From an optimization exercise on the open Yosys and OpenROAD flow, aimed at small area, a short achievable clock period and few clock cycles; shortcuts taken in it are not production practice. Only simulation tests tie the RTL to the original design; equivalence was not proved.

==> design.v <==
module redes_tx (
    input  wire        clk,
    input  wire        rst,             
    input  wire        cfg_we,
    input  wire [2:0]  cfg_addr,
    input  wire [31:0] cfg_wdata,
    input  wire        start,
    input  wire        start_alg,       
    input  wire [11:0] start_nbytes,    
    output wire        busy,
    input  wire        in_valid,
    output wire        in_ready,
    input  wire [7:0]  in_data,
    output wire        out_valid,
    input  wire        out_ready,
    output wire [7:0]  out_data,
    output wire        out_last
);
    localparam [31:0] POLY_RESET = 32'h04C11DB7;   
    localparam [5:0]  DEG_RESET  = 6'd32;
    localparam [31:0] SEED_ZERO  = 32'h6D2B79F5;   
    localparam [1:0] S_IDLE = 2'd0, S_HDR = 2'd1, S_BODY = 2'd2;
    reg [31:0] poly;         
    reg [5:0]  deg;          
    reg [6:0]  gen0, gen1, gen2, gen3;
    reg [2:0]  conv_k;       
    reg [16:0] prob;         
    reg [31:0] rng;          
    wire [31:0] poly_aligned = poly & ~(32'hFFFFFFFF >> deg);
    wire [6:0]  wg0 = cfg_wdata[6:0];
    wire [6:0]  wg1 = cfg_wdata[13:7];
    wire [6:0]  wg2 = cfg_wdata[20:14];
    wire [6:0]  wg3 = cfg_wdata[27:21];
    wire [2:0]  wk  = cfg_wdata[30:28];
    wire        cfg_gen_ok = (wk >= 3'd1) && (wk <= 3'd4) &&
                             ((wg0 != 7'd0) ||
                              (wk >= 3'd2 && wg1 != 7'd0) ||
                              (wk >= 3'd3 && wg2 != 7'd0) ||
                              (wk >= 3'd4 && wg3 != 7'd0));
    reg [1:0]  state;
    reg        alg;
    reg [11:0] nb;           
    reg [1:0]  hcnt;         
    reg        ninit;        
    reg [11:0] bytes_left;   
    reg [7:0]  head, skid;
    reg        hv, sv;
    reg [31:0] crc;          
    reg [5:0]  h;            
    reg [2:0]  bi;           
    reg [1:0]  gsel;         
    reg [7:0]  pk;           
    reg [3:0]  pcnt;         
    reg [13:0] nm;           
    reg [7:0]  fm;           
    reg        fm_v, fm_last;
    reg [2:0]  fsub;         
    reg [7:0]  od;
    reg        ov, olast;
    wire [13:0] nbk  = (conv_k[0] ? {2'b00, nb} : 14'd0) +
                       (conv_k[1] ? {1'b0, nb, 1'b0} : 14'd0) +
                       (conv_k[2] ? {nb, 2'b00} : 14'd0);
    wire [16:0] nlen = alg ? {nbk, 3'b000} : ({2'b00, nb, 3'b000} + {11'd0, deg});
    wire [13:0] npay = alg ? nbk : ({2'b00, nb} + {11'd0, deg[5:3]} + {13'd0, deg[2:0] != 3'd0});
    wire        npart = !alg && (deg[2:0] != 3'd0);
    function [31:0] xs32(input [31:0] x);
        reg [31:0] y;
        begin
            y = x ^ (x << 13);
            y = y ^ (y >> 17);
            xs32 = y ^ (y << 5);
        end
    endfunction
    wire [31:0] s1 = xs32(rng);
    wire [31:0] s2 = xs32(s1);
    wire [31:0] s3 = xs32(s2);
    wire [31:0] s4 = xs32(s3);
    wire [31:0] s5 = xs32(s4);
    wire [31:0] s6 = xs32(s5);
    wire [31:0] s7 = xs32(s6);
    wire [31:0] s8 = xs32(s7);
    wire [7:0]  flips = {({1'b0, s1[31:16]} < prob), ({1'b0, s2[31:16]} < prob),
                         ({1'b0, s3[31:16]} < prob), ({1'b0, s4[31:16]} < prob),
                         ({1'b0, s5[31:16]} < prob), ({1'b0, s6[31:16]} < prob),
                         ({1'b0, s7[31:16]} < prob), ({1'b0, s8[31:16]} < prob)};
    wire fast = (conv_k == 3'd2);
    reg  [6:0] gcur;
    always @(*) begin
        case (gsel)
            2'd0: gcur = gen0;
            2'd1: gcur = gen1;
            2'd2: gcur = gen2;
            default: gcur = gen3;
        endcase
    end
    wire [6:0] w0 = {h[5:0], head[7]};
    wire [6:0] w1 = {h[4:0], head[7], head[6]};
    wire [6:0] w2 = {h[3:0], head[7], head[6], head[5]};
    wire [6:0] w3 = {h[2:0], head[7], head[6], head[5], head[4]};
    wire       p0 = ^(w0 & gcur);
    wire [7:0] conv_byte = {p0,             ^(w0 & gen1),
                            ^(w1 & gen0),   ^(w1 & gen1),
                            ^(w2 & gen0),   ^(w2 & gen1),
                            ^(w3 & gen0),   ^(w3 & gen1)};
    reg [31:0] crc_next;
    integer j;
    always @(*) begin
        crc_next = crc;
        for (j = 7; j >= 0; j = j - 1)
            crc_next = {crc_next[30:0], 1'b0} ^
                       ((head[j] ^ crc_next[31]) ? poly_aligned : 32'd0);
    end
    wire in_body  = (state == S_BODY);
    wire crc_tail = !hv && (bytes_left == 12'd0);
    reg  [7:0] rd;
    reg        rd_ok;
    always @(*) begin
        if (!alg) begin
            rd    = hv ? head : crc[31:24];
            rd_ok = hv || crc_tail;
        end else if (fast) begin
            rd    = conv_byte;
            rd_ok = hv;
        end else begin
            rd    = pk;
            rd_ok = pcnt[3];
        end
    end
    wire out_free = !ov || out_ready;
    wire hdr_end  = (state == S_HDR) && (hcnt == 2'd3) && out_ready;
    wire pay_free = in_body ? out_free : (hdr_end && nlen != 17'd0);
    wire emit     = pay_free && rd_ok && fm_v;
    wire mk       = (nm != 14'd0) && (!fm_v || emit);
    wire mk_part  = (nm == 14'd1) && npart;
    wire serial   = (state != S_IDLE) && alg && !fast && hv && !pcnt[3];
    wire last_bit = (gsel == conv_k[1:0] - 2'd1);
    wire pop = alg ? (fast ? (emit && bi[2]) : (serial && last_bit && bi == 3'd7))
                   : (emit && hv);
    wire push = in_ready && in_valid;
    assign busy      = (state != S_IDLE);
    assign in_ready  = (state != S_IDLE) && (bytes_left != 12'd0) && !sv;
    assign out_valid = ov;
    assign out_data  = od;
    assign out_last  = olast;
    always @(posedge clk) begin
        if (rst) begin
            poly       <= POLY_RESET;
            deg        <= DEG_RESET;
            gen0       <= 7'b111;
            gen1       <= 7'b101;
            gen2       <= 7'd0;
            gen3       <= 7'd0;
            conv_k     <= 3'd2;
            prob       <= 17'd0;
            rng        <= SEED_ZERO;
            state      <= S_IDLE;
            bytes_left <= 12'd0;
            hv         <= 1'b0;
            sv         <= 1'b0;
            fm_v       <= 1'b0;
            nm         <= 14'd0;
            ov         <= 1'b0;
            pcnt       <= 4'd0;
            ninit      <= 1'b0;
        end else begin
            if (cfg_we) begin
                case (cfg_addr)
                    3'd0: poly <= cfg_wdata;
                    3'd1: if (cfg_wdata <= 32'd32) deg <= cfg_wdata[5:0];
                    3'd2: if (cfg_gen_ok) begin
                              gen0   <= wg0;
                              gen1   <= wg1;
                              gen2   <= wg2;
                              gen3   <= wg3;
                              conv_k <= wk;
                          end
                    3'd3: if (cfg_wdata <= 32'd65536) prob <= cfg_wdata[16:0];
                    3'd4: rng <= (cfg_wdata == 32'd0) ? SEED_ZERO : cfg_wdata;
                    default: ;
                endcase
            end
            case (state)
                S_IDLE: begin
                    if (start) begin
                        alg        <= start_alg;
                        nb         <= start_nbytes;
                        bytes_left <= start_nbytes;
                        hcnt       <= 2'd0;
                        ninit      <= 1'b1;
                        hv         <= 1'b0;
                        sv         <= 1'b0;
                        crc        <= 32'd0;
                        h          <= 6'd0;
                        bi         <= 3'd0;
                        gsel       <= 2'd0;
                        pcnt       <= 4'd0;
                        fm_v       <= 1'b0;
                        fsub       <= 3'd0;
                        od         <= 8'd0;
                        ov         <= 1'b1;
                        olast      <= 1'b0;
                        state      <= S_HDR;
                    end
                end
                S_HDR: begin
                    if (out_ready) begin
                        hcnt <= hcnt + 2'd1;
                        case (hcnt)
                            2'd0: od <= {7'd0, nlen[16]};
                            2'd1: od <= nlen[15:8];
                            default: od <= nlen[7:0];
                        endcase
                        olast <= (hcnt == 2'd2) && (nlen == 17'd0);
                        if (hcnt == 2'd3) begin
                            state <= (nlen == 17'd0) ? S_IDLE : S_BODY;
                            if (emit) begin
                                od    <= rd ^ fm;
                                olast <= fm_last;
                            end else begin
                                ov    <= 1'b0;
                            end
                        end
                    end
                end
                S_BODY: begin
                    if (emit) begin
                        od    <= rd ^ fm;
                        ov    <= 1'b1;
                        olast <= fm_last;
                    end else if (out_ready) begin
                        ov <= 1'b0;
                        if (olast && ov)
                            state <= S_IDLE;
                    end
                end
                default: state <= S_IDLE;
            endcase
            if (ninit) begin
                ninit <= 1'b0;
                nm    <= npay;
            end else if (state != S_IDLE) begin
                if (mk) begin
                    if (mk_part) begin
                        fm   <= {fm[6:0], (fsub < deg[2:0]) ? flips[7] : 1'b0};
                        if (fsub < deg[2:0])
                            rng <= s1;
                        fsub <= fsub + 3'd1;
                        if (fsub == 3'd7) begin
                            nm      <= 14'd0;
                            fm_v    <= 1'b1;
                            fm_last <= 1'b1;
                        end else if (emit) begin
                            fm_v <= 1'b0;
                        end
                    end else begin
                        fm      <= flips;
                        rng     <= s8;
                        nm      <= nm - 14'd1;
                        fm_v    <= 1'b1;
                        fm_last <= (nm == 14'd1);
                    end
                end else if (emit) begin
                    fm_v <= 1'b0;
                end
            end
            if (state != S_IDLE) begin
                if (push)
                    bytes_left <= bytes_left - 12'd1;
                if (pop) begin
                    if (sv) begin
                        head <= skid;
                        hv   <= 1'b1;
                        sv   <= push;
                        if (push) skid <= in_data;
                    end else begin
                        head <= in_data;
                        hv   <= push;
                    end
                end else begin
                    if (!hv) begin
                        head <= in_data;
                        hv   <= push;
                    end else if (push) begin
                        skid <= in_data;
                        sv   <= 1'b1;
                    end
                    if (alg && fast && emit)
                        head <= {head[3:0], 4'd0};
                    else if (serial && last_bit)
                        head <= {head[6:0], 1'b0};
                end
            end
            if (state != S_IDLE) begin
                if (!alg) begin
                    if (emit)
                        crc <= hv ? crc_next : {crc[23:0], 8'd0};
                end else if (fast) begin
                    if (emit) begin
                        h  <= {h[1:0], head[7:4]};
                        bi <= bi + 3'd4;
                    end
                end else begin
                    if (serial) begin
                        pk   <= {pk[6:0], p0};
                        pcnt <= pcnt + 4'd1;
                        if (last_bit) begin
                            gsel <= 2'd0;
                            h    <= {h[4:0], head[7]};
                            bi   <= bi + 3'd1;
                        end else begin
                            gsel <= gsel + 2'd1;
                        end
                    end else if (emit) begin
                        pcnt <= 4'd0;
                    end
                end
            end
        end
    end
endmodule
==> run.sh <==
#!/bin/bash
# synth_recipe.tcl (not shown) runs the flow's synth.tcl, then flattens the netlist and writes it again
# the make line also repeats each setting of config.mk as NAME=value (left out here)
make -C /OpenROAD-flow-scripts/flow DESIGN_CONFIG=/design/flow/config.mk WORK_HOME=/design/flow/orfs CLKGATE_MAP_FILE= SYNTH_SCRIPT=/design/flow/synth_recipe.tcl finish
==> config.mk <==
export PLATFORM = sky130hd
export DESIGN_NAME = redes_tx
export DESIGN_NICKNAME = redes_tx
export VERILOG_FILES = /design/flow/design.v
export SDC_FILE = /design/flow/constraint.sdc
export NUM_CORES = 4
export LEC_CHECK = 0
export CAP_MARGIN = 20
export CORE_MARGIN = 2
export CORE_UTILIZATION = 40
export PLACE_DENSITY = 0.6
export SLEW_MARGIN = 20
==> constraint.sdc <==
create_clock -name core_clock -period 10.0 [get_ports {clk}]
set_input_delay 2.0000 -clock core_clock [delete_from_list [all_inputs] [get_ports {clk}]]
set_output_delay 2.0000 -clock core_clock [all_outputs]
set_load 0.01 [all_outputs]
==> impl_results.md <==
* Share of layout cells above drive strength 1 at 0.06080
* Sink Count at ~260
* Hold Fails Final Rpt at 0
* Core Region at about 0.073 mm2
* Avg Inst Size Synth at ~9 um2
* Synth Area in Compound Gates at 0.1242
* # rows at between 90 and 100
* Antenna-violating nets left at 0
* Top cells by area, synth: xnor2_1, dfxtp_1, edfxtp_1
* Die H at approximately 280 um
* RD Place Congestion at approximately 1
* Met3 Usage GRT at 0.03000
* Clock Skew at approximately 43 ps
* Unique masters post-synth at 80
* Layout Nets at 3600
* Ant diodes at 0
* CTS Buffer Depth at 3
* Startpoint types: register
* Met2 Resource Use GR at 0.4208
* Critical path endpoint category: register
* Share of the synthesized area in the top cell type at 0.1828
* Initial Util at 0.4058
* Final WL at between 100000 and 150000 um
* Mux contribution to synthesized area at 0.03921
* Total GRT Usage at 0.2551
* Gate Count Post-Synth at about 3400
* RSZ-0062 raised after global routing: false
* Crit path max fanout at 9
* Post-Syn Area at between 0.02 and 0.03 mm2
* Hold Path Class: reg2reg
* EDFF count, synth at a little over 100
* #FFs+latches synth at roughly 260
* Post-DP Area at ~0.031 mm2
* Clock Latency Late Sink at a little over 600 ps
* Initial antenna violation count at 1
* Syn Nets at ~3600
* Final period util at 0.7884
* Critical Path RT at around 10000 ps
* H-tree Lvls at 1
* Yosys Warn Count at 1
* Commonest cells after routing, fill and taps aside: xnor2_1, nor2_1, nand2_1
* Worst-path clk slew at approximately 60 ps
* CTS tree: built
* Die width at about 280 um
* Adder-cell share of the synthesized area at 0.07640
* Critical path class: reg2reg
* Final setup viols at 0
* DRC at 0
* WHS at 456.7 ps
* Port-buffer cells at 73
* Most common cell after layout, fill and taps aside: xnor2_1
* Largest area contributor in the netlist: xnor2_1
* Hold buffers post-CTS at 0
* CP arrival at just over 8000 ps
* Peak Freq at between 100 and 150 MHz
* Num CTS Buffers at 29
* First-pass GRT wire length at 150700 um
* Number of detailed-route iterations in the first pass at 6
* Routed wire per std cell at roughly 23 um
* Final Util at 0.4432
* Hpwl dp at about 75000 um
* DRT iter0 DRCs at 2310
* Post-layout min period at 7884 ps
* Gr busiest metal: met2
* Num ports at 74
* DP Worst Slack at around 2200 ps
* Grt ovf at 0
* Setup ws final at roughly 2100 ps
* Final Max Slew Viols at 0
* Sequential fraction of the synthesis area at 0.2086
* Worst-Margin Slew at 1151 ps
* Post-route cell area at about 0.032 mm2
* GR Layer Usage met1 at 0.3372
* Synthesis-to-finish area growth at 9.211%
* Synth Area in Simple Gates at 0.1493
* Total of max-cap violations at 0
* Vias in the first global route at ~23000
* Root Driver: clkbuf_16
* Slew HR at 0.2264
* TNS Setup at 0 ps
* Largest net degree at the start of global routing at 82
* Avg Vias per Cell at 5.626
* Vias at ~24000
* Cts repair resizes at 0
* Status: finished clean
* Post-CTS Setup Bufs at 0
* Post-synthesis async set-or-reset flop share at 0
* Primary FF master, synth: dfxtp_1
* Die area at 0.07646 mm2
* Largest family of logic cells by synthesized area: XOR/XNOR gates
* XOR/XNOR Fraction of Synth Area at 0.3664
per-layer routing:
metal  up-vias  routed length [um]
met1     11774               42860
met5         -                  15
met3       202                6183
met4         2                4656
met2       940               46480
li1      11537                   -
sequential cells by signal, indices dropped and copies added (netlist names), 8 cells and up:
register and flops:
prob 17, nb 12, fm 8, nm 14
od 8, crc 32, head 8, rng 32
poly 32, bytes_left 12, pk 8, skid 8
synthesized netlist by cell type (all sizes together) (41+ instances only):
cell,count
xnor2,669
nor2,441
nand2,309
xor2,206
a21oi,166
ha,159
dfxtp,155
clkbuf,144
o21ai,127
mux2i,113
edfxtp,103
xnor3,89
inv,87
nand3,41
layout make-up:
| type | instances | area (um2) |
|---|---|---|
| sequential | 258 | 6197 |
| fill | 7173 | 40760 |
| clock buffer | 41 | 863.3 |
| timing repair buffer | 117 | 1059 |
| tap | 959 | 1200 |
| multi-input combinational | 2867 | 22580 |
| inverter | 92 | 346.6 |
| clock inverter | 13 | 196.4 |
cells by family (layout without fill, tap and decap cells):
kind of cell,Yosys count,after routing
fa+ha+maj,173,173
buf+inv,271,263
xor+xnor,988,988
flops,258,258
compound gates,575,575
mux,116,116
simple gates,1015,1015
path summary, 6_finish.rpt:
check                                           start                     to  slack (ps)  cells after the start
worst max-delay path               rng[18]$_SDFF_PP0_        fm[0]$_DFFE_PP_        2120                     25
worst min-delay path            poly[29]$_SDFFE_PP0P_  poly[29]$_SDFFE_PP0P_         460                      2
worst max register to register     rng[18]$_SDFF_PP0_        fm[0]$_DFFE_PP_        2120                     25
worst min register to register  poly[29]$_SDFFE_PP0P_  poly[29]$_SDFFE_PP0P_         460                      2
stage by stage:
| step | std cells |
|---|---|
| after floorplan | 3396 |
| after global placement | 4293 |
| after detailed placement | 4293 |
| after CTS | 4347 |
| after global routing | 4347 |
| final | 4347 |
worst max-delay path, stage by stage, from the launching register on:
cell      delay [ps]
dfxtp_1          480
xor2_1           390
xnor3_1          700
xnor3_1          490
xnor3_1          840
xor3_2           670
xnor2_4          340
xnor3_1          500
xnor2_2          160
xnor2_2          240
xnor2_1          110
xnor2_1          500
xnor2_2          230
xnor2_1          190
xnor2_1          240
ha_1             280
nor2b_1          130
o21ai_0          150
nand2b_1          70
a21oi_1          140
nor2b_1           60
o21ai_0          150
nand2b_1          70
a211oi_1         260
nor4_1           100
a221oi_2         180
Testbench counts, summed over its fixed seeds: cycles 11,692.

-- static timing again, ports no longer ideal --
The flow's constraints put no driver on any port. The routed layout listed below was extracted and timed again, unchanged, in two steps.
Step 1 sets driving cells, clkbuf_16 on the clock port and buf_2 on the other inputs (assumed; they add their load-dependent delay and slew).
Step 2 adds t to the input delays and takes it off the output delays; t is the mean of the earliest and latest rising clock arrival at the registers after step 1. Input paths then give back, and output paths get back, about the clock's delay inside the block.
Three values: no drivers, after step 1, after step 2; two values: the first two.
t, ns: 0.651
setup slack, ns: 2.116 / 2.116 / 2.116
worst setup path at the end: register to register
worst data-port slew with drivers (ns): 0.04
After both steps this run still meets setup and hold. The setup slack of this run moves by 0.000 ns with the drivers and by 0.000 ns with both steps.
